Source: an optimization exercise on an open RTL-to-GDS flow (aim: small area, a short achievable clock period and few clock cycles per item). Production flows keep margins and buffers that such runs may drop.
The RTL was checked by simulation tests, not by an equivalence proof against the original design.

<file path="design/flow/run.sh">
#!/bin/bash
# synth_recipe.tcl (not shown) runs the flow's synth.tcl, then flattens the netlist and writes it again
# the make line also repeats each setting of config.mk as NAME=value (left out here)
make -C /OpenROAD-flow-scripts/flow DESIGN_CONFIG=/design/flow/config.mk WORK_HOME=/design/flow/orfs CLKGATE_MAP_FILE= SYNTH_SCRIPT=/design/flow/synth_recipe.tcl finish
</file>
<file path="design/flow/config.mk">
export PLATFORM = sky130hd
export DESIGN_NAME = li_block_engine
export DESIGN_NICKNAME = li_block_engine
export VERILOG_FILES = /design/flow/design.v
export SDC_FILE = /design/flow/constraint.sdc
export NUM_CORES = 8
export LEC_CHECK = 0
export CAP_MARGIN = 20
export CORE_MARGIN = 2
export CORE_UTILIZATION = 30
export PLACE_DENSITY = 0.5
export SLEW_MARGIN = 20
</file>
<file path="design/flow/constraint.sdc">
create_clock -name core_clock -period 10.0 [get_ports {clk}]
set_input_delay 2.0000 -clock core_clock [delete_from_list [all_inputs] [get_ports {clk}]]
set_output_delay 2.0000 -clock core_clock [all_outputs]
set_load 0.01 [all_outputs]
</file>
<file path="design/flow/design.v">
module li_sbox (
  input  wire [7:0] x,
  output reg  [7:0] y
);
  always @(*) begin
    case (x)
      8'h00: y = 8'h63;
      8'h01: y = 8'h7c;
      8'h02: y = 8'h77;
      8'h03: y = 8'h7b;
      8'h04: y = 8'hf2;
      8'h05: y = 8'h6b;
      8'h06: y = 8'h6f;
      8'h07: y = 8'hc5;
      8'h08: y = 8'h30;
      8'h09: y = 8'h01;
      8'h0a: y = 8'h67;
      8'h0b: y = 8'h2b;
      8'h0c: y = 8'hfe;
      8'h0d: y = 8'hd7;
      8'h0e: y = 8'hab;
      8'h0f: y = 8'h76;
      8'h10: y = 8'hca;
      8'h11: y = 8'h82;
      8'h12: y = 8'hc9;
      8'h13: y = 8'h7d;
      8'h14: y = 8'hfa;
      8'h15: y = 8'h59;
      8'h16: y = 8'h47;
      8'h17: y = 8'hf0;
      8'h18: y = 8'had;
      8'h19: y = 8'hd4;
      8'h1a: y = 8'ha2;
      8'h1b: y = 8'haf;
      8'h1c: y = 8'h9c;
      8'h1d: y = 8'ha4;
      8'h1e: y = 8'h72;
      8'h1f: y = 8'hc0;
      8'h20: y = 8'hb7;
      8'h21: y = 8'hfd;
      8'h22: y = 8'h93;
      8'h23: y = 8'h26;
      8'h24: y = 8'h36;
      8'h25: y = 8'h3f;
      8'h26: y = 8'hf7;
      8'h27: y = 8'hcc;
      8'h28: y = 8'h34;
      8'h29: y = 8'ha5;
      8'h2a: y = 8'he5;
      8'h2b: y = 8'hf1;
      8'h2c: y = 8'h71;
      8'h2d: y = 8'hd8;
      8'h2e: y = 8'h31;
      8'h2f: y = 8'h15;
      8'h30: y = 8'h04;
      8'h31: y = 8'hc7;
      8'h32: y = 8'h23;
      8'h33: y = 8'hc3;
      8'h34: y = 8'h18;
      8'h35: y = 8'h96;
      8'h36: y = 8'h05;
      8'h37: y = 8'h9a;
      8'h38: y = 8'h07;
      8'h39: y = 8'h12;
      8'h3a: y = 8'h80;
      8'h3b: y = 8'he2;
      8'h3c: y = 8'heb;
      8'h3d: y = 8'h27;
      8'h3e: y = 8'hb2;
      8'h3f: y = 8'h75;
      8'h40: y = 8'h09;
      8'h41: y = 8'h83;
      8'h42: y = 8'h2c;
      8'h43: y = 8'h1a;
      8'h44: y = 8'h1b;
      8'h45: y = 8'h6e;
      8'h46: y = 8'h5a;
      8'h47: y = 8'ha0;
      8'h48: y = 8'h52;
      8'h49: y = 8'h3b;
      8'h4a: y = 8'hd6;
      8'h4b: y = 8'hb3;
      8'h4c: y = 8'h29;
      8'h4d: y = 8'he3;
      8'h4e: y = 8'h2f;
      8'h4f: y = 8'h84;
      8'h50: y = 8'h53;
      8'h51: y = 8'hd1;
      8'h52: y = 8'h00;
      8'h53: y = 8'hed;
      8'h54: y = 8'h20;
      8'h55: y = 8'hfc;
      8'h56: y = 8'hb1;
      8'h57: y = 8'h5b;
      8'h58: y = 8'h6a;
      8'h59: y = 8'hcb;
      8'h5a: y = 8'hbe;
      8'h5b: y = 8'h39;
      8'h5c: y = 8'h4a;
      8'h5d: y = 8'h4c;
      8'h5e: y = 8'h58;
      8'h5f: y = 8'hcf;
      8'h60: y = 8'hd0;
      8'h61: y = 8'hef;
      8'h62: y = 8'haa;
      8'h63: y = 8'hfb;
      8'h64: y = 8'h43;
      8'h65: y = 8'h4d;
      8'h66: y = 8'h33;
      8'h67: y = 8'h85;
      8'h68: y = 8'h45;
      8'h69: y = 8'hf9;
      8'h6a: y = 8'h02;
      8'h6b: y = 8'h7f;
      8'h6c: y = 8'h50;
      8'h6d: y = 8'h3c;
      8'h6e: y = 8'h9f;
      8'h6f: y = 8'ha8;
      8'h70: y = 8'h51;
      8'h71: y = 8'ha3;
      8'h72: y = 8'h40;
      8'h73: y = 8'h8f;
      8'h74: y = 8'h92;
      8'h75: y = 8'h9d;
      8'h76: y = 8'h38;
      8'h77: y = 8'hf5;
      8'h78: y = 8'hbc;
      8'h79: y = 8'hb6;
      8'h7a: y = 8'hda;
      8'h7b: y = 8'h21;
      8'h7c: y = 8'h10;
      8'h7d: y = 8'hff;
      8'h7e: y = 8'hf3;
      8'h7f: y = 8'hd2;
      8'h80: y = 8'hcd;
      8'h81: y = 8'h0c;
      8'h82: y = 8'h13;
      8'h83: y = 8'hec;
      8'h84: y = 8'h5f;
      8'h85: y = 8'h97;
      8'h86: y = 8'h44;
      8'h87: y = 8'h17;
      8'h88: y = 8'hc4;
      8'h89: y = 8'ha7;
      8'h8a: y = 8'h7e;
      8'h8b: y = 8'h3d;
      8'h8c: y = 8'h64;
      8'h8d: y = 8'h5d;
      8'h8e: y = 8'h19;
      8'h8f: y = 8'h73;
      8'h90: y = 8'h60;
      8'h91: y = 8'h81;
      8'h92: y = 8'h4f;
      8'h93: y = 8'hdc;
      8'h94: y = 8'h22;
      8'h95: y = 8'h2a;
      8'h96: y = 8'h90;
      8'h97: y = 8'h88;
      8'h98: y = 8'h46;
      8'h99: y = 8'hee;
      8'h9a: y = 8'hb8;
      8'h9b: y = 8'h14;
      8'h9c: y = 8'hde;
      8'h9d: y = 8'h5e;
      8'h9e: y = 8'h0b;
      8'h9f: y = 8'hdb;
      8'ha0: y = 8'he0;
      8'ha1: y = 8'h32;
      8'ha2: y = 8'h3a;
      8'ha3: y = 8'h0a;
      8'ha4: y = 8'h49;
      8'ha5: y = 8'h06;
      8'ha6: y = 8'h24;
      8'ha7: y = 8'h5c;
      8'ha8: y = 8'hc2;
      8'ha9: y = 8'hd3;
      8'haa: y = 8'hac;
      8'hab: y = 8'h62;
      8'hac: y = 8'h91;
      8'had: y = 8'h95;
      8'hae: y = 8'he4;
      8'haf: y = 8'h79;
      8'hb0: y = 8'he7;
      8'hb1: y = 8'hc8;
      8'hb2: y = 8'h37;
      8'hb3: y = 8'h6d;
      8'hb4: y = 8'h8d;
      8'hb5: y = 8'hd5;
      8'hb6: y = 8'h4e;
      8'hb7: y = 8'ha9;
      8'hb8: y = 8'h6c;
      8'hb9: y = 8'h56;
      8'hba: y = 8'hf4;
      8'hbb: y = 8'hea;
      8'hbc: y = 8'h65;
      8'hbd: y = 8'h7a;
      8'hbe: y = 8'hae;
      8'hbf: y = 8'h08;
      8'hc0: y = 8'hba;
      8'hc1: y = 8'h78;
      8'hc2: y = 8'h25;
      8'hc3: y = 8'h2e;
      8'hc4: y = 8'h1c;
      8'hc5: y = 8'ha6;
      8'hc6: y = 8'hb4;
      8'hc7: y = 8'hc6;
      8'hc8: y = 8'he8;
      8'hc9: y = 8'hdd;
      8'hca: y = 8'h74;
      8'hcb: y = 8'h1f;
      8'hcc: y = 8'h4b;
      8'hcd: y = 8'hbd;
      8'hce: y = 8'h8b;
      8'hcf: y = 8'h8a;
      8'hd0: y = 8'h70;
      8'hd1: y = 8'h3e;
      8'hd2: y = 8'hb5;
      8'hd3: y = 8'h66;
      8'hd4: y = 8'h48;
      8'hd5: y = 8'h03;
      8'hd6: y = 8'hf6;
      8'hd7: y = 8'h0e;
      8'hd8: y = 8'h61;
      8'hd9: y = 8'h35;
      8'hda: y = 8'h57;
      8'hdb: y = 8'hb9;
      8'hdc: y = 8'h86;
      8'hdd: y = 8'hc1;
      8'hde: y = 8'h1d;
      8'hdf: y = 8'h9e;
      8'he0: y = 8'he1;
      8'he1: y = 8'hf8;
      8'he2: y = 8'h98;
      8'he3: y = 8'h11;
      8'he4: y = 8'h69;
      8'he5: y = 8'hd9;
      8'he6: y = 8'h8e;
      8'he7: y = 8'h94;
      8'he8: y = 8'h9b;
      8'he9: y = 8'h1e;
      8'hea: y = 8'h87;
      8'heb: y = 8'he9;
      8'hec: y = 8'hce;
      8'hed: y = 8'h55;
      8'hee: y = 8'h28;
      8'hef: y = 8'hdf;
      8'hf0: y = 8'h8c;
      8'hf1: y = 8'ha1;
      8'hf2: y = 8'h89;
      8'hf3: y = 8'h0d;
      8'hf4: y = 8'hbf;
      8'hf5: y = 8'he6;
      8'hf6: y = 8'h42;
      8'hf7: y = 8'h68;
      8'hf8: y = 8'h41;
      8'hf9: y = 8'h99;
      8'hfa: y = 8'h2d;
      8'hfb: y = 8'h0f;
      8'hfc: y = 8'hb0;
      8'hfd: y = 8'h54;
      8'hfe: y = 8'hbb;
      8'hff: y = 8'h16;
      default: y = 8'h00;
    endcase
  end
endmodule
module li_isbox (
  input  wire [7:0] x,
  output reg  [7:0] y
);
  always @(*) begin
    case (x)
      8'h00: y = 8'h52;
      8'h01: y = 8'h09;
      8'h02: y = 8'h6a;
      8'h03: y = 8'hd5;
      8'h04: y = 8'h30;
      8'h05: y = 8'h36;
      8'h06: y = 8'ha5;
      8'h07: y = 8'h38;
      8'h08: y = 8'hbf;
      8'h09: y = 8'h40;
      8'h0a: y = 8'ha3;
      8'h0b: y = 8'h9e;
      8'h0c: y = 8'h81;
      8'h0d: y = 8'hf3;
      8'h0e: y = 8'hd7;
      8'h0f: y = 8'hfb;
      8'h10: y = 8'h7c;
      8'h11: y = 8'he3;
      8'h12: y = 8'h39;
      8'h13: y = 8'h82;
      8'h14: y = 8'h9b;
      8'h15: y = 8'h2f;
      8'h16: y = 8'hff;
      8'h17: y = 8'h87;
      8'h18: y = 8'h34;
      8'h19: y = 8'h8e;
      8'h1a: y = 8'h43;
      8'h1b: y = 8'h44;
      8'h1c: y = 8'hc4;
      8'h1d: y = 8'hde;
      8'h1e: y = 8'he9;
      8'h1f: y = 8'hcb;
      8'h20: y = 8'h54;
      8'h21: y = 8'h7b;
      8'h22: y = 8'h94;
      8'h23: y = 8'h32;
      8'h24: y = 8'ha6;
      8'h25: y = 8'hc2;
      8'h26: y = 8'h23;
      8'h27: y = 8'h3d;
      8'h28: y = 8'hee;
      8'h29: y = 8'h4c;
      8'h2a: y = 8'h95;
      8'h2b: y = 8'h0b;
      8'h2c: y = 8'h42;
      8'h2d: y = 8'hfa;
      8'h2e: y = 8'hc3;
      8'h2f: y = 8'h4e;
      8'h30: y = 8'h08;
      8'h31: y = 8'h2e;
      8'h32: y = 8'ha1;
      8'h33: y = 8'h66;
      8'h34: y = 8'h28;
      8'h35: y = 8'hd9;
      8'h36: y = 8'h24;
      8'h37: y = 8'hb2;
      8'h38: y = 8'h76;
      8'h39: y = 8'h5b;
      8'h3a: y = 8'ha2;
      8'h3b: y = 8'h49;
      8'h3c: y = 8'h6d;
      8'h3d: y = 8'h8b;
      8'h3e: y = 8'hd1;
      8'h3f: y = 8'h25;
      8'h40: y = 8'h72;
      8'h41: y = 8'hf8;
      8'h42: y = 8'hf6;
      8'h43: y = 8'h64;
      8'h44: y = 8'h86;
      8'h45: y = 8'h68;
      8'h46: y = 8'h98;
      8'h47: y = 8'h16;
      8'h48: y = 8'hd4;
      8'h49: y = 8'ha4;
      8'h4a: y = 8'h5c;
      8'h4b: y = 8'hcc;
      8'h4c: y = 8'h5d;
      8'h4d: y = 8'h65;
      8'h4e: y = 8'hb6;
      8'h4f: y = 8'h92;
      8'h50: y = 8'h6c;
      8'h51: y = 8'h70;
      8'h52: y = 8'h48;
      8'h53: y = 8'h50;
      8'h54: y = 8'hfd;
      8'h55: y = 8'hed;
      8'h56: y = 8'hb9;
      8'h57: y = 8'hda;
      8'h58: y = 8'h5e;
      8'h59: y = 8'h15;
      8'h5a: y = 8'h46;
      8'h5b: y = 8'h57;
      8'h5c: y = 8'ha7;
      8'h5d: y = 8'h8d;
      8'h5e: y = 8'h9d;
      8'h5f: y = 8'h84;
      8'h60: y = 8'h90;
      8'h61: y = 8'hd8;
      8'h62: y = 8'hab;
      8'h63: y = 8'h00;
      8'h64: y = 8'h8c;
      8'h65: y = 8'hbc;
      8'h66: y = 8'hd3;
      8'h67: y = 8'h0a;
      8'h68: y = 8'hf7;
      8'h69: y = 8'he4;
      8'h6a: y = 8'h58;
      8'h6b: y = 8'h05;
      8'h6c: y = 8'hb8;
      8'h6d: y = 8'hb3;
      8'h6e: y = 8'h45;
      8'h6f: y = 8'h06;
      8'h70: y = 8'hd0;
      8'h71: y = 8'h2c;
      8'h72: y = 8'h1e;
      8'h73: y = 8'h8f;
      8'h74: y = 8'hca;
      8'h75: y = 8'h3f;
      8'h76: y = 8'h0f;
      8'h77: y = 8'h02;
      8'h78: y = 8'hc1;
      8'h79: y = 8'haf;
      8'h7a: y = 8'hbd;
      8'h7b: y = 8'h03;
      8'h7c: y = 8'h01;
      8'h7d: y = 8'h13;
      8'h7e: y = 8'h8a;
      8'h7f: y = 8'h6b;
      8'h80: y = 8'h3a;
      8'h81: y = 8'h91;
      8'h82: y = 8'h11;
      8'h83: y = 8'h41;
      8'h84: y = 8'h4f;
      8'h85: y = 8'h67;
      8'h86: y = 8'hdc;
      8'h87: y = 8'hea;
      8'h88: y = 8'h97;
      8'h89: y = 8'hf2;
      8'h8a: y = 8'hcf;
      8'h8b: y = 8'hce;
      8'h8c: y = 8'hf0;
      8'h8d: y = 8'hb4;
      8'h8e: y = 8'he6;
      8'h8f: y = 8'h73;
      8'h90: y = 8'h96;
      8'h91: y = 8'hac;
      8'h92: y = 8'h74;
      8'h93: y = 8'h22;
      8'h94: y = 8'he7;
      8'h95: y = 8'had;
      8'h96: y = 8'h35;
      8'h97: y = 8'h85;
      8'h98: y = 8'he2;
      8'h99: y = 8'hf9;
      8'h9a: y = 8'h37;
      8'h9b: y = 8'he8;
      8'h9c: y = 8'h1c;
      8'h9d: y = 8'h75;
      8'h9e: y = 8'hdf;
      8'h9f: y = 8'h6e;
      8'ha0: y = 8'h47;
      8'ha1: y = 8'hf1;
      8'ha2: y = 8'h1a;
      8'ha3: y = 8'h71;
      8'ha4: y = 8'h1d;
      8'ha5: y = 8'h29;
      8'ha6: y = 8'hc5;
      8'ha7: y = 8'h89;
      8'ha8: y = 8'h6f;
      8'ha9: y = 8'hb7;
      8'haa: y = 8'h62;
      8'hab: y = 8'h0e;
      8'hac: y = 8'haa;
      8'had: y = 8'h18;
      8'hae: y = 8'hbe;
      8'haf: y = 8'h1b;
      8'hb0: y = 8'hfc;
      8'hb1: y = 8'h56;
      8'hb2: y = 8'h3e;
      8'hb3: y = 8'h4b;
      8'hb4: y = 8'hc6;
      8'hb5: y = 8'hd2;
      8'hb6: y = 8'h79;
      8'hb7: y = 8'h20;
      8'hb8: y = 8'h9a;
      8'hb9: y = 8'hdb;
      8'hba: y = 8'hc0;
      8'hbb: y = 8'hfe;
      8'hbc: y = 8'h78;
      8'hbd: y = 8'hcd;
      8'hbe: y = 8'h5a;
      8'hbf: y = 8'hf4;
      8'hc0: y = 8'h1f;
      8'hc1: y = 8'hdd;
      8'hc2: y = 8'ha8;
      8'hc3: y = 8'h33;
      8'hc4: y = 8'h88;
      8'hc5: y = 8'h07;
      8'hc6: y = 8'hc7;
      8'hc7: y = 8'h31;
      8'hc8: y = 8'hb1;
      8'hc9: y = 8'h12;
      8'hca: y = 8'h10;
      8'hcb: y = 8'h59;
      8'hcc: y = 8'h27;
      8'hcd: y = 8'h80;
      8'hce: y = 8'hec;
      8'hcf: y = 8'h5f;
      8'hd0: y = 8'h60;
      8'hd1: y = 8'h51;
      8'hd2: y = 8'h7f;
      8'hd3: y = 8'ha9;
      8'hd4: y = 8'h19;
      8'hd5: y = 8'hb5;
      8'hd6: y = 8'h4a;
      8'hd7: y = 8'h0d;
      8'hd8: y = 8'h2d;
      8'hd9: y = 8'he5;
      8'hda: y = 8'h7a;
      8'hdb: y = 8'h9f;
      8'hdc: y = 8'h93;
      8'hdd: y = 8'hc9;
      8'hde: y = 8'h9c;
      8'hdf: y = 8'hef;
      8'he0: y = 8'ha0;
      8'he1: y = 8'he0;
      8'he2: y = 8'h3b;
      8'he3: y = 8'h4d;
      8'he4: y = 8'hae;
      8'he5: y = 8'h2a;
      8'he6: y = 8'hf5;
      8'he7: y = 8'hb0;
      8'he8: y = 8'hc8;
      8'he9: y = 8'heb;
      8'hea: y = 8'hbb;
      8'heb: y = 8'h3c;
      8'hec: y = 8'h83;
      8'hed: y = 8'h53;
      8'hee: y = 8'h99;
      8'hef: y = 8'h61;
      8'hf0: y = 8'h17;
      8'hf1: y = 8'h2b;
      8'hf2: y = 8'h04;
      8'hf3: y = 8'h7e;
      8'hf4: y = 8'hba;
      8'hf5: y = 8'h77;
      8'hf6: y = 8'hd6;
      8'hf7: y = 8'h26;
      8'hf8: y = 8'he1;
      8'hf9: y = 8'h69;
      8'hfa: y = 8'h14;
      8'hfb: y = 8'h63;
      8'hfc: y = 8'h55;
      8'hfd: y = 8'h21;
      8'hfe: y = 8'h0c;
      8'hff: y = 8'h7d;
      default: y = 8'h00;
    endcase
  end
endmodule
module li_ca_step (
  input  wire [127:0] grid,
  input  wire [31:0]  rule,
  input  wire         nbhd,
  input  wire         toroidal,
  output wire [127:0] grid_next
);
  localparam ROWS = 4;
  localparam COLS = 32;
  genvar r, c;
  generate
    for (r = 0; r < ROWS; r = r + 1) begin : g_row
      for (c = 0; c < COLS; c = c + 1) begin : g_col
        wire [7:0] nb;
        genvar d;
        for (d = 0; d < 8; d = d + 1) begin : g_nb
          localparam integer DR = (d < 3) ? -1 : (d < 5) ? 0 : 1;
          localparam integer DC = (d == 0 || d == 3 || d == 5) ? -1 :
                                  (d == 1 || d == 6) ? 0 : 1;
          localparam integer RR = r + DR;
          localparam integer CC = c + DC;
          localparam integer INSIDE = (RR >= 0) && (RR < ROWS) && (CC >= 0) && (CC < COLS);
          localparam integer WR = (RR + ROWS) % ROWS;
          localparam integer WC = (CC + COLS) % COLS;
          if (INSIDE) begin : g_in
            assign nb[d] = grid[RR * COLS + CC];
          end else begin : g_out
            assign nb[d] = toroidal & grid[WR * COLS + WC];
          end
        end
        wire       self = grid[r * COLS + c];
        wire [3:0] sum_moore = nb[0] + nb[1] + nb[2] + nb[3] + nb[4] + nb[5] + nb[6] + nb[7];
        wire [3:0] sum_vn    = nb[1] + nb[3] + nb[4] + nb[6];
        wire [4:0] idx = nbhd ? ({4'd0, self} * 5'd5 + {1'b0, sum_vn})
                              : ({4'd0, self} * 5'd9 + {1'b0, sum_moore});
        assign grid_next[r * COLS + c] = rule[idx];
      end
    end
  endgenerate
endmodule
module li_block_engine (
  input  wire         clk,
  input  wire         rst,         
  input  wire         start,       
  input  wire         decrypt,     
  input  wire [127:0] blk_in,
  input  wire [6:0]   rounds,      
  input  wire [5:0]   ca_steps,    
  input  wire         nbhd,        
  input  wire         toroidal,
  input  wire [31:0]  rule_base,
  output wire [6:0]   rk_idx,
  input  wire [127:0] rk,
  output wire         ready,
  output reg          done,
  output wire [127:0] blk_out
);
  localparam S_IDLE  = 3'd0;
  localparam S_PRE   = 3'd1;   
  localparam S_SEED  = 3'd2;   
  localparam S_STEP  = 3'd3;   
  localparam S_ROUND = 3'd4;   
  localparam S_POST  = 3'd5;   
  reg [2:0]   fsm;
  reg [127:0] st;
  reg [127:0] grid;
  reg [6:0]   rnd;
  reg [5:0]   step_cnt;
  reg         dec_q;
  reg [6:0]   rounds_q;
  reg [5:0]   steps_q;
  reg         nbhd_q;
  reg         tor_q;
  reg [31:0]  rule_q;
  assign ready   = (fsm == S_IDLE);
  assign blk_out = st;
  assign rk_idx  = (fsm == S_SEED || fsm == S_STEP || fsm == S_ROUND) ? rnd : 7'd0;
  wire [31:0]  ca_rule = rule_q ^ {25'd0, rnd};
  wire [127:0] grid_next;
  wire [127:0] seed_grid;
  wire [127:0] ks;
  li_ca_step u_ca (
    .grid      (grid),
    .rule      (ca_rule),
    .nbhd      (nbhd_q),
    .toroidal  (tor_q),
    .grid_next (grid_next)
  );
  genvar k;
  generate
    for (k = 0; k < 128; k = k + 1) begin : g_cell
      assign seed_grid[k]   = rk[127 - k];
      assign ks[127 - k]    = grid[k];
    end
  endgenerate
  function automatic [7:0] xt(input [7:0] a);    
    xt = {a[6:0], 1'b0} ^ (a[7] ? 8'h1b : 8'h00);
  endfunction
  function automatic [7:0] gmul(input [7:0] a, input [3:0] b);
    reg [7:0] a2, a4, a8;
    begin
      a2 = xt(a);
      a4 = xt(a2);
      a8 = xt(a4);
      gmul = (b[0] ? a : 8'h00) ^ (b[1] ? a2 : 8'h00) ^
             (b[2] ? a4 : 8'h00) ^ (b[3] ? a8 : 8'h00);
    end
  endfunction
  wire [127:0] sub_o;
  wire [127:0] shr_o;
  wire [127:0] mix_o;
  wire [127:0] dx_i = st ^ rk ^ ks;
  wire [127:0] imix_o;
  wire [127:0] ishr_o;
  wire [127:0] isub_o;
  genvar i, c;
  generate
    for (i = 0; i < 16; i = i + 1) begin : g_byte
      li_sbox  u_sb  (.x(st[127 - 8*i -: 8]),     .y(sub_o[127 - 8*i -: 8]));
      li_isbox u_isb (.x(ishr_o[127 - 8*i -: 8]), .y(isub_o[127 - 8*i -: 8]));
      localparam integer R  = i % 4;
      localparam integer C  = i / 4;
      localparam integer FS = R + 4 * ((C + R) % 4);
      localparam integer IS = R + 4 * ((C + 4 - R) % 4);
      assign shr_o [127 - 8*i -: 8] = sub_o [127 - 8*FS -: 8];
      assign ishr_o[127 - 8*i -: 8] = imix_o[127 - 8*IS -: 8];
    end
    for (c = 0; c < 4; c = c + 1) begin : g_col
      wire [7:0] a0 = shr_o[127 - 8*(4*c+0) -: 8];
      wire [7:0] a1 = shr_o[127 - 8*(4*c+1) -: 8];
      wire [7:0] a2 = shr_o[127 - 8*(4*c+2) -: 8];
      wire [7:0] a3 = shr_o[127 - 8*(4*c+3) -: 8];
      assign mix_o[127 - 8*(4*c+0) -: 8] = gmul(a0, 4'd2) ^ gmul(a1, 4'd3) ^ a2 ^ a3;
      assign mix_o[127 - 8*(4*c+1) -: 8] = a0 ^ gmul(a1, 4'd2) ^ gmul(a2, 4'd3) ^ a3;
      assign mix_o[127 - 8*(4*c+2) -: 8] = a0 ^ a1 ^ gmul(a2, 4'd2) ^ gmul(a3, 4'd3);
      assign mix_o[127 - 8*(4*c+3) -: 8] = gmul(a0, 4'd3) ^ a1 ^ a2 ^ gmul(a3, 4'd2);
      wire [7:0] b0 = dx_i[127 - 8*(4*c+0) -: 8];
      wire [7:0] b1 = dx_i[127 - 8*(4*c+1) -: 8];
      wire [7:0] b2 = dx_i[127 - 8*(4*c+2) -: 8];
      wire [7:0] b3 = dx_i[127 - 8*(4*c+3) -: 8];
      wire [7:0] m0 = gmul(b0, 4'd14) ^ gmul(b1, 4'd11) ^ gmul(b2, 4'd13) ^ gmul(b3, 4'd9);
      wire [7:0] m1 = gmul(b0, 4'd9)  ^ gmul(b1, 4'd14) ^ gmul(b2, 4'd11) ^ gmul(b3, 4'd13);
      wire [7:0] m2 = gmul(b0, 4'd13) ^ gmul(b1, 4'd9)  ^ gmul(b2, 4'd14) ^ gmul(b3, 4'd11);
      wire [7:0] m3 = gmul(b0, 4'd11) ^ gmul(b1, 4'd13) ^ gmul(b2, 4'd9)  ^ gmul(b3, 4'd14);
      wire       skip = (rnd == rounds_q);    
      assign imix_o[127 - 8*(4*c+0) -: 8] = skip ? b0 : m0;
      assign imix_o[127 - 8*(4*c+1) -: 8] = skip ? b1 : m1;
      assign imix_o[127 - 8*(4*c+2) -: 8] = skip ? b2 : m2;
      assign imix_o[127 - 8*(4*c+3) -: 8] = skip ? b3 : m3;
    end
  endgenerate
  wire         last_enc  = (rnd == rounds_q);
  wire [127:0] enc_round = (last_enc ? shr_o : mix_o) ^ ks ^ rk;
  always @(posedge clk) begin
    if (rst) begin
      fsm  <= S_IDLE;
      done <= 1'b0;
    end else begin
      done <= 1'b0;
      case (fsm)
        S_IDLE: begin
          if (start) begin
            st       <= blk_in;
            dec_q    <= decrypt;
            rounds_q <= rounds;
            steps_q  <= ca_steps;
            nbhd_q   <= nbhd;
            tor_q    <= toroidal;
            rule_q   <= rule_base;
            if (decrypt) begin
              rnd <= rounds;
              fsm <= S_SEED;
            end else begin
              rnd <= 7'd0;
              fsm <= S_PRE;
            end
          end
        end
        S_PRE: begin
          st  <= st ^ rk;
          rnd <= 7'd1;
          fsm <= S_SEED;
        end
        S_SEED: begin
          grid     <= seed_grid;
          step_cnt <= 6'd0;
          fsm      <= S_STEP;
        end
        S_STEP: begin
          grid     <= grid_next;
          step_cnt <= step_cnt + 6'd1;
          if (step_cnt + 6'd1 == steps_q)
            fsm <= S_ROUND;
        end
        S_ROUND: begin
          if (!dec_q) begin
            st <= enc_round;
            if (last_enc) begin
              fsm  <= S_IDLE;
              done <= 1'b1;
            end else begin
              rnd <= rnd + 7'd1;
              fsm <= S_SEED;
            end
          end else begin
            st <= isub_o;
            if (rnd == 7'd1) begin
              fsm <= S_POST;
            end else begin
              rnd <= rnd - 7'd1;
              fsm <= S_SEED;
            end
          end
        end
        S_POST: begin
          st   <= st ^ rk;
          fsm  <= S_IDLE;
          done <= 1'b1;
        end
        default: fsm <= S_IDLE;
      endcase
    end
  end
endmodule
</file>
==> flow_metrics.py <==
metrics = {
    "drt": {
        "drc_errors": 0,
        "dr.pass1.iters": 9,
        "dr.first_iter.drc_count": 44200,
        "wl_per_cell_um": 39.7,
        "dr_total_vias": 308000,
        "wirelength_um": 1880000,
        "ant_nets": 0,
        "via_per_inst": 6.52,
    },
    "critical_path": {
        "worst-path-buf-inv": 7,
        "cp_top_family": "compound AO/OA/AOI/OAI gates",
        "cpMostUsedCell": "nand2_1",
        "crit_arrival_ps": 10300,
        "max_stage_delay_ps": 770,
        "startpoint_type": "input port",
        "crit_path_end_kind": "flop",
        "slowest_stage": "clkdlybuf4s50_1",
        "r2r-start": "st[53]",
        "path_max_fanout": 8,
        "crit_start": "rk[61]",
        "path_class": "in2reg",
        "cp.required_ps": 10910,
    },
    "clock_tree": {
        "cts_root_buf": "clkbuf_16",
        "cts_setup_buffers": 0,
        "cts_tree": "done",
        "cts_buffers": 98,
        "clk_latency_ps": 1040,
        "cts_max_path_buffers": 4,
        "hold_buffers": 0,
        "htree_levels": 3,
        "cts_sinks": 449,
        "ctsResizeCount": 0,
        "cts.clk_slew.worst_paths_ps": 70,
    },
    "place": {
        "dp_slack_ps": -87.8,
        "io_buffer_count": 443,
        "globalplace.congestion": 1.06,
        "hpwl_um": 1470000,
    },
    "synth": {
        "synth_top_cell_area_share_pct": 9.92,
        "ys_types": 131,
        "syn_area_mm2": 0.236,
        "syn_inst": 32000,
        "async_reset_ff_share_pct": 0,
        "synth-seq-cells": 449,
        "syn_nets": 34800,
        "yosysSeqAreaShare_pct": 5.15,
        "ys_warn_count": 3,
        "synthTopCellsByArea": "ha_1 (9.9%), mux4_2 (7.3%), o21ai_0 (5.8%)",
        "synth_top_cell_by_area": "ha_1",
        "synth.avg_cell_area_um2": 7.39,
        "synthFlopType": "edfxtp_1",
        "synth_edf_count": 317,
    },
    "die": {
        "die_w_um": 891,
        "io_pins": 444,
        "core_area_mm2": 0.784,
        "die_h_um": 891,
        "rows": 325,
        "dieArea_mm2": 0.794,
        "start_util_pct": 30.1,
    },
    "global_route": {
        "grt_usage_pct": 44.8,
        "grt_pass1_vias": 294000,
        "grt_max_degree": 161,
        "grt_remaining_overflow": 0,
        "grt_pass1_wl_um": 2530000,
        "antenna_found_initial": 216,
    },
    "layout": {
        "layout_commonest_cell": "buf_4",
        "syn_to_final_growth_pct": 29.1,
        "nNetsFinal": 39200,
        "drive_gt1_share_pct": 23.7,
        "final_cell_mix": "buf_4 (6,584), nand2_1 (3,255), o21ai_0 (2,705)",
        "utilization_pct": 38.9,
    },
    "status": {
        "outcome": "no timing/DRC/antenna violations",
    },
    "timing": {
        "slew_viol_final": 0,
        "worstMarginPinSlew_ps": 1370,
        "rsz0062_at_grt": "false",
        "timing.fmax_mhz": 106,
        "setup_ws_ps": 605,
        "fin_worst_skew_ps": 105,
        "setup-violations-final": 0,
        "layout_min_cycle_time_ps": 9400,
        "finalCritPeriodShare_pct": 94.0,
        "hold_violations": 0,
        "relSlewSlack_pct": 8.67,
    },
    "hold_path": {
        "hold_start": "step_cnt[4]",
        "min_path_type": "reg2reg",
    },
    "job": {
        "timing.max_cap.violations": 0,
    },
}
==> worst min-delay path, cell delays in order, from the launching register on <==
cell,delay (ps)
edfxtp_1,370
xor2_1,120
nor2_1,80
==> registers in the layout, summed over array words and instances (netlist names), 7 cells and up <==
| signal | cells |
|---|---|
| g_col.a0 | 32 |
| g_col.a1 | 32 |
| g_col.a2 | 32 |
| g_col.a3 | 32 |
| grid | 128 |
| rnd | 7 |
| rounds_q | 7 |
| rule_q | 32 |
| st | 128 |
==> synthesized netlist by cell type, types with 214 or more instances <==
library cell and instances:
buf_1 236, o21a_1 250, nand3_1 704, o311ai_0 214, o211ai_1 905, nor3_1 694
nor2_1 2295, nor2b_1 386, a311oi_1 258, fa_1 640, a21oi_1 2217, xnor3_1 291
a211oi_1 882, a221oi_1 239, xor2_1 613, o21ai_0 2732, xnor2_1 1248, nand2_1 3264
mux4_2 767, buf_2 862, mux2i_1 977, edfxtp_1 317, o22ai_1 226, ha_1 1872
inv_1 1761, and3_1 277, o221ai_1 237, clkbuf_1 1974, o31ai_1 232, a31oi_1 752
==> routing by layer <==
layer,global-route usage (%),vias up,share of wire (%)
li1,-,129000,-
met1,54.8,152000,38
met2,65.1,21800,41
met3,13.1,5292,11
met4,36.5,98,10
met5,0.328,-,0.054
==> cells by family after synthesis <==
| group | count (synthesis) | share of synthesized area, % |
|---|---|---|
| XOR/XNOR | 2307 | 11.1 |
| AND/OR/NAND/NOR | 8668 | 16.5 |
| adder cells (fa/ha/maj) | 2512 | 15.3 |
| flip-flops | 449 | 5.15 |
| multiplexers | 1804 | 11.7 |
| buffers and inverters | 4977 | 8.53 |
| AO/OA/AOI/OAI | 11200 | 31.6 |
==> final timing paths <==
path                    endpoint  slack, ps  cells past startpoint
setup / recovery  g_col[2].a3[2]        600                     29
hold / removal       step_cnt[4]        680                      2
setup reg to reg  g_col[2].a3[2]       1170                     28
hold reg to reg      step_cnt[4]        680                      2
==> layout make-up <==
cell class | instances | area [um2]
inverters | 1822 | 6850
diodes | 341 | 853
multi-input cells | 26500 | 206000
clock inverters | 56 | 737
repair buffers | 7473 | 62800
clock buffers | 123 | 2660
fillers | 82900 | 479000
flip-flops and latches | 449 | 12200
well taps | 10500 | 13100
==> stage by stage <==
| stage | instances | hold slack [ps] | TNS [ps] | instance area (um2) |
|---|---|---|---|---|
| 3_3_place_gp | 46700 | 639 | -11470 | 300000 |
| 2_1_floorplan | 32000 | 531 | 0 | 236000 |
| 3_5_place_dp | 46700 | 663 | -211 | 301000 |
| 6_report | 47300 | 680 | 0 | 305000 |
| 4_1_cts | 46900 | 673 | 0 | 304000 |
| 5_1_grt | 47200 | 713 | 0 | 305000 |
Testbench counts, summed over its fixed seeds: cycles 151,152, blocks 3,200.

==> what the ideal ports hide <==
Ports are ideal in the flow. The routed layout listed here was re-timed in OpenROAD. Step 1 sets driving cells, clkbuf_16 on the clock port and buf_2 on the other inputs (assumed; they add their load-dependent delay and slew). Step 2 moves the port delays by t, midway between the first and last clock arrival at a register: inputs arrive t later, outputs are due t later. That takes back most of the time a late clock gives input paths. Slacks: no drivers / after step 1 / after step 2; pairs: no drivers / after step 1.
t, ns: 1.153
setup WS [ns]: 0.605 / 0.514 / -0.639
worst setup path at the end: input to register
With both steps, setup timing fails in this run, where it was met with ideal ports. For this run, drivers alone change the setup slack by -0.091 ns; drivers and shift together by -1.244 ns.
